Context: an optimization exercise on an open-source flow, tuned for small area. The choices shown serve that exercise and are no tape-out recipe.
In this exercise RTL edits were held to simulation tests only and were not proved equivalent to the original.
No driver is modelled on the clock port, so clocking that relies on it looks cheaper here than on a real chip.
Power and IR drop assume default switching activity.

== the baseline ==
==> module pocsag_rx, before the edit <==
module pocsag_rx (
    input  wire        clk,
    input  wire        rst,
    input  wire        in_valid,
    input  wire [15:0] in_sample,
    output wire        pre_found,
    output wire        sync_found,
    output wire        out_valid,
    output wire [3:0]  out_index,
    output wire [31:0] out_word,
    output wire        out_fail,
    output wire        out_addr
);
    localparam PRE_MIN_T = 519;
    localparam [31:0]  KMP_P  = 32'h1BA84B3E;
    localparam [159:0] KMP_FB = {5'd2, 5'd2, 5'd4, 5'd1, 5'd1, 5'd5, 5'd1, 5'd1,
                                 5'd1, 5'd3, 5'd1, 5'd3, 5'd1, 5'd2, 5'd2, 5'd2,
                                 5'd3, 5'd1, 5'd2, 5'd3, 5'd1, 5'd4, 5'd1, 5'd1,
                                 5'd2, 5'd0, 5'd1, 5'd1, 5'd1, 5'd1, 5'd1, 5'd0};
    localparam [1:0] S_PRE   = 2'd0,
                     S_SYNC  = 2'd1,
                     S_BATCH = 2'd2;
    wire bit_valid, bit_val;
    pocsag_slicer u_slicer (
        .clk       (clk),
        .rst       (rst),
        .in_valid  (in_valid),
        .in_sample (in_sample),
        .bit_valid (bit_valid),
        .bit_val   (bit_val)
    );
    reg  [1:0]  state;
    reg  [5:0]  cnt;       
    reg  [3:0]  rnd;       
    reg         full;      
    reg  [9:0]  ptrans;
    reg         prev;      
    reg         emit;
    reg  [3:0]  ph;
    reg  [3:0]  stg;       
    reg  [3:0]  pf;        
    reg  [15:0] ring [0:35];
    wire in_pre   = (state == S_PRE);
    wire in_sync  = (state == S_SYNC);
    wire [3:0] grp = cnt[5:2];    
    wire [1:0] c4  = cnt[1:0];
    wire [35:0] taps;
    genvar g;
    generate
        for (g = 0; g < 36; g = g + 1) begin : g_tap
            assign taps[g] = ring[g][0];
        end
    endgenerate
    reg  [8:0] dg;         
    integer r;
    always @* begin
        for (r = 0; r < 9; r = r + 1)
            dg[r] = (grp == r);
    end
    wire [8:0] dg_e   = in_sync ? 9'd1 : dg;
    wire [8:0] dprv   = {in_pre & dg_e[0], dg_e[8] | (~in_pre & dg_e[0]), dg_e[7:1]};
    wire [1:0] c4_e   = in_sync ? 2'd0 : c4;
    wire [3:0] rnd_e  = in_sync ? 4'd0 : rnd;
    wire       ok_cur = (ph + 4'd1 == rnd_e);
    wire       ok_prv = dg_e[0] ? (ph + 4'd2 == rnd_e) : ok_cur;
    reg  [3:0] wcur, wold;
    always @* begin
        for (r = 0; r < 4; r = r + 1) begin
            wcur[r] = (r < c4_e) & ok_cur;
            wold[r] = (r >= c4_e) & ok_prv;
        end
    end
    reg  [35:0] we;
    always @* begin
        for (r = 0; r < 36; r = r + 1)
            we[r] = (wcur[r % 4] & dg_e[r / 4]) | (wold[r % 4] & dprv[r / 4]);
    end
    wire [8:0] dnx    = {dg[7:0], dg[8]};
    wire       at_cur = (ph == rnd);
    wire       at_nxt = dg[8] ? (ph == rnd + 4'd1) : at_cur;
    reg  [3:0] fhit;
    reg  [3:0] ftap;
    integer q;
    always @* begin
        for (r = 0; r < 4; r = r + 1) begin
            ftap[r] = 1'b0;
            for (q = 0; q < 9; q = q + 1)
                ftap[r] = ftap[r] | (taps[4 * q + r] & ((r > c4) ? dg[q] : dnx[q]));
            fhit[r] = (r > c4) ? at_cur : at_nxt;
        end
    end
    wire [1:0] rs        = c4 + 2'd1;
    wire       t_sub     = full & (fhit[rs] ? ftap[rs] : pf[rs]);
    wire       pempty    = ~full & (rnd == 4'd0) & (cnt == 6'd0);
    wire       t_add     = ~pempty & (bit_val ^ prev);
    wire [9:0] ptrans_n  = ptrans + {9'd0, t_add} - {9'd0, t_sub};
    wire       full_n    = full | ((rnd == 4'd15) & (cnt == 6'd35));
    wire       pre_match = full_n & (ptrans_n >= PRE_MIN_T);
    wire       kmp_hit   = (bit_val == KMP_P[cnt[4:0]]);
    wire       sync_hit  = kmp_hit & (&cnt[4:0]);
    wire       lane_in   = in_pre ? (bit_val ^ prev) : bit_val;
    wire       store     = bit_valid & ~in_sync;
    integer j;
    always @(posedge clk) begin
        for (j = 0; j < 36; j = j + 1) begin
            ring[j][15:1] <= ring[j][14:0];
            ring[j][0]    <= we[j] ? stg[j % 4] : ring[j][15];
        end
        for (r = 0; r < 4; r = r + 1) begin
            if (fhit[r])
                pf[r] <= ftap[r];
            if (store && c4 == r)
                stg[r] <= lane_in;
        end
    end
    always @(posedge clk) begin
        if (rst) begin
            state      <= S_PRE;
            cnt        <= 6'd0;
            rnd        <= 4'd0;
            full       <= 1'b0;
            ptrans     <= 10'd0;
            emit       <= 1'b0;
            ph         <= 4'd0;
        end else begin
            ph         <= ph + 4'd1;
            if (out_valid) begin
                rnd <= rnd + 4'd1;
                if (rnd == 4'd15)
                    emit <= 1'b0;
            end
            if (bit_valid) begin
                case (state)
                    S_PRE: begin
                        prev <= bit_val;
                        if (pre_match) begin
                            state     <= S_SYNC;
                            cnt       <= 6'd0;
                            rnd       <= 4'd0;
                            full      <= 1'b0;
                            ptrans    <= 10'd0;
                        end else begin
                            ptrans <= ptrans_n;
                            if (cnt == 6'd35) begin
                                cnt <= 6'd0;
                                rnd <= rnd + 4'd1;
                                if (rnd == 4'd15)
                                    full <= 1'b1;
                            end else begin
                                cnt <= cnt + 6'd1;
                            end
                        end
                    end
                    S_SYNC: begin
                        cnt[4:0] <= kmp_hit ? cnt[4:0] + 5'd1 : KMP_FB[cnt[4:0]*5 +: 5];
                        if (sync_hit) begin
                            state      <= S_BATCH;
                            rnd        <= 4'd0;
                        end
                    end
                    default: begin
                        cnt[4:0] <= cnt[4:0] + 5'd1;
                        if (&cnt[4:0]) begin
                            rnd <= rnd + 4'd1;
                            if (rnd == 4'd15) begin
                                state <= S_SYNC;
                                emit  <= 1'b1;
                            end
                        end
                    end
                endcase
            end
        end
    end
    wire [31:0] raw;
    generate
        for (g = 0; g < 32; g = g + 1) begin : g_raw
            assign raw[31 - g] = taps[g];
        end
    endgenerate
    pocsag_bch u_bch (
        .cw_in  (raw),
        .cw_out (out_word),
        .fail   (out_fail)
    );
    assign pre_found  = bit_valid & in_pre & pre_match;
    assign sync_found = bit_valid & in_sync & sync_hit;
    assign out_valid  = emit & (ph == rnd);
    assign out_index = rnd;
    assign out_addr  = ~raw[31];
endmodule
export LEC_CHECK = 0
export CAP_MARGIN = 20
export CORE_MARGIN = 2
export CORE_UTILIZATION = 65
export CTS_BUF_LIST = sky130_fd_sc_hd__clkbuf_16
export CTS_CLUSTER_DIAMETER = 120
export CTS_CLUSTER_SIZE = 30
export PLACE_DENSITY = 0.75
export SLEW_MARGIN = 20
create_clock -name core_clock -period 14.0 [get_ports {clk}]
standard.sh (not shown) runs the stock make flow with config.mk's settings and CLKGATE_MAP_FILE= SYNTH_SCRIPT=/design/flow/synth_recipe.tcl, a recipe that flattens the netlist after the stock synthesis.
==> flow/flow/run.sh <==
#!/bin/bash
set -euo pipefail
export BUFFER_PORTS_ARGS="-buffer_cell sky130_fd_sc_hd__buf_1"
bash standard.sh cts > standard_cts.log 2>&1
R=orfs/results/$FLOW_PLATFORM/pocsag_rx/base
P=$FLOW_HOME/platforms/$FLOW_PLATFORM
DONT_USE=$(make -s -C "$FLOW_HOME" DESIGN_CONFIG="$PWD/config.mk" WORK_HOME="$PWD/orfs" print-DONT_USE_CELLS 2>/dev/null | sed -n 's/^DONT_USE_CELLS: //p')
RESULTS_DIR=$R PLATFORM_DIR=$P LIB_FILES=$P/lib/sky130_fd_sc_hd__tt_025C_1v80.lib DONT_USE_CELLS="$DONT_USE" \
  openroad -no_init -exit flow/recover.tcl > recover.log 2>&1
bash standard.sh finish > standard.log 2>&1
==> flow/flow/recover.tcl <==
# Between clock tree synthesis and global routing: size cells down where the
# timing allows (OpenROAD's power recovery), then legalize the placement.
set res $::env(RESULTS_DIR)
read_liberty $::env(LIB_FILES)
read_db $res/4_cts.odb
read_sdc $res/4_cts.sdc
source $::env(PLATFORM_DIR)/setRC.tcl
set_dont_use $::env(DONT_USE_CELLS)
estimate_parasitics -placement
report_worst_slack -max
report_design_area
repair_timing -recover_power 100 -setup_margin 0.5 -verbose
detailed_placement
check_placement -verbose
estimate_parasitics -placement
report_worst_slack -max
report_check_types -max_slew -max_capacitance -violators
report_design_area
write_db $res/4_cts.odb
Relative to the baseline, the following input files were edited for the candidate:
diff --git a/flow/design.v b/flow/design.v
--- a/flow/design.v
+++ b/flow/design.v
@@ -125,12 +125,13 @@
     reg         full;      
     reg  [9:0]  ptrans;
     reg         prev;      
     reg         emit;
     reg  [3:0]  ph;
     reg  [3:0]  stg;       
+    reg  [3:0]  stv;
     reg  [3:0]  pf;        
     reg  [15:0] ring [0:35];
     wire in_pre   = (state == S_PRE);
     wire in_sync  = (state == S_SYNC);
     wire [3:0] grp = cnt[5:2];    
     wire [1:0] c4  = cnt[1:0];
@@ -153,16 +154,17 @@
     wire [3:0] rnd_e  = in_sync ? 4'd0 : rnd;
     wire       ok_cur = (ph + 4'd1 == rnd_e);
     wire       ok_prv = dg_e[0] ? (ph + 4'd2 == rnd_e) : ok_cur;
     reg  [3:0] wcur, wold;
     always @* begin
         for (r = 0; r < 4; r = r + 1) begin
-            wcur[r] = (r < c4_e) & ok_cur;
-            wold[r] = (r >= c4_e) & ok_prv;
-        end
-    end
+            wcur[r] = stv[r] & (r < c4_e) & ok_cur;
+            wold[r] = stv[r] & (r >= c4_e) & ok_prv;
+        end
+    end
+    wire [3:0] wr = wcur | wold;
     reg  [35:0] we;
     always @* begin
         for (r = 0; r < 36; r = r + 1)
             we[r] = (wcur[r % 4] & dg_e[r / 4]) | (wold[r % 4] & dprv[r / 4]);
     end
     wire [8:0] dnx    = {dg[7:0], dg[8]};
@@ -209,14 +211,20 @@
             cnt        <= 6'd0;
             rnd        <= 4'd0;
             full       <= 1'b0;
             ptrans     <= 10'd0;
             emit       <= 1'b0;
             ph         <= 4'd0;
+            stv        <= 4'd0;
         end else begin
             ph         <= ph + 4'd1;
+            for (r = 0; r < 4; r = r + 1)
+                if (wr[r])
+                    stv[r] <= 1'b0;
+            if (store)
+                stv[c4] <= 1'b1;
             if (out_valid) begin
                 rnd <= rnd + 4'd1;
                 if (rnd == 4'd15)
                     emit <= 1'b0;
             end
             if (bit_valid) begin
Findings:
The candidate completed every stage of the flow, and the final layout passed the timing, design-rule and antenna checks. [compare] base=the baseline new=the candidate: post-detailed-route wirelength per cell increased 2.3%, core area shows no meaningful change. After detailed routing, the baseline needs less wire than the candidate. Per the comparison of the candidate with the baseline, length in cells of the worst reg-to-reg path saw little to no change, post-synthesis cell count higher, area after synthesis now sits higher. The candidate vs the baseline — share of power burned in the clock network rose 0.7 points.

[separate check: timing with driven ports]
No port has a modelled driver above. Below, the same layouts with a new extraction and two added sets of constraints. Step 1: set_driving_cell puts a clkbuf_16 on clk and a buf_2 on each other input, an assumption about the parent block. Step 2, shift: input delay + t, output delay - t, t = (earliest + latest rising clock arrival at the registers) / 2. This alone moves slack from input paths to output paths. a / b / c = ideal ports / drivers / drivers and shift; a / b = the first two.
run | shift t [ns] | setup WS [ns] | worst hold slack (ns) | slew at the worst register clock pin (ns) | worst data-port slew with drivers (ns)
the baseline | 0.621 | 2.513 / 2.545 / 1.923 | 0.310 / 0.310 / 0.310 | 0.12 / 0.12 | 0.04
the candidate | 0.617 | 2.558 / 2.587 / 1.970 | 0.306 / 0.306 / 0.306 | 0.12 / 0.12 | 0.03
After both steps setup and hold are still met in every run listed. The setup slack of the baseline, which loses most, moves by +0.032 ns with the drivers and by -0.590 ns with both steps.
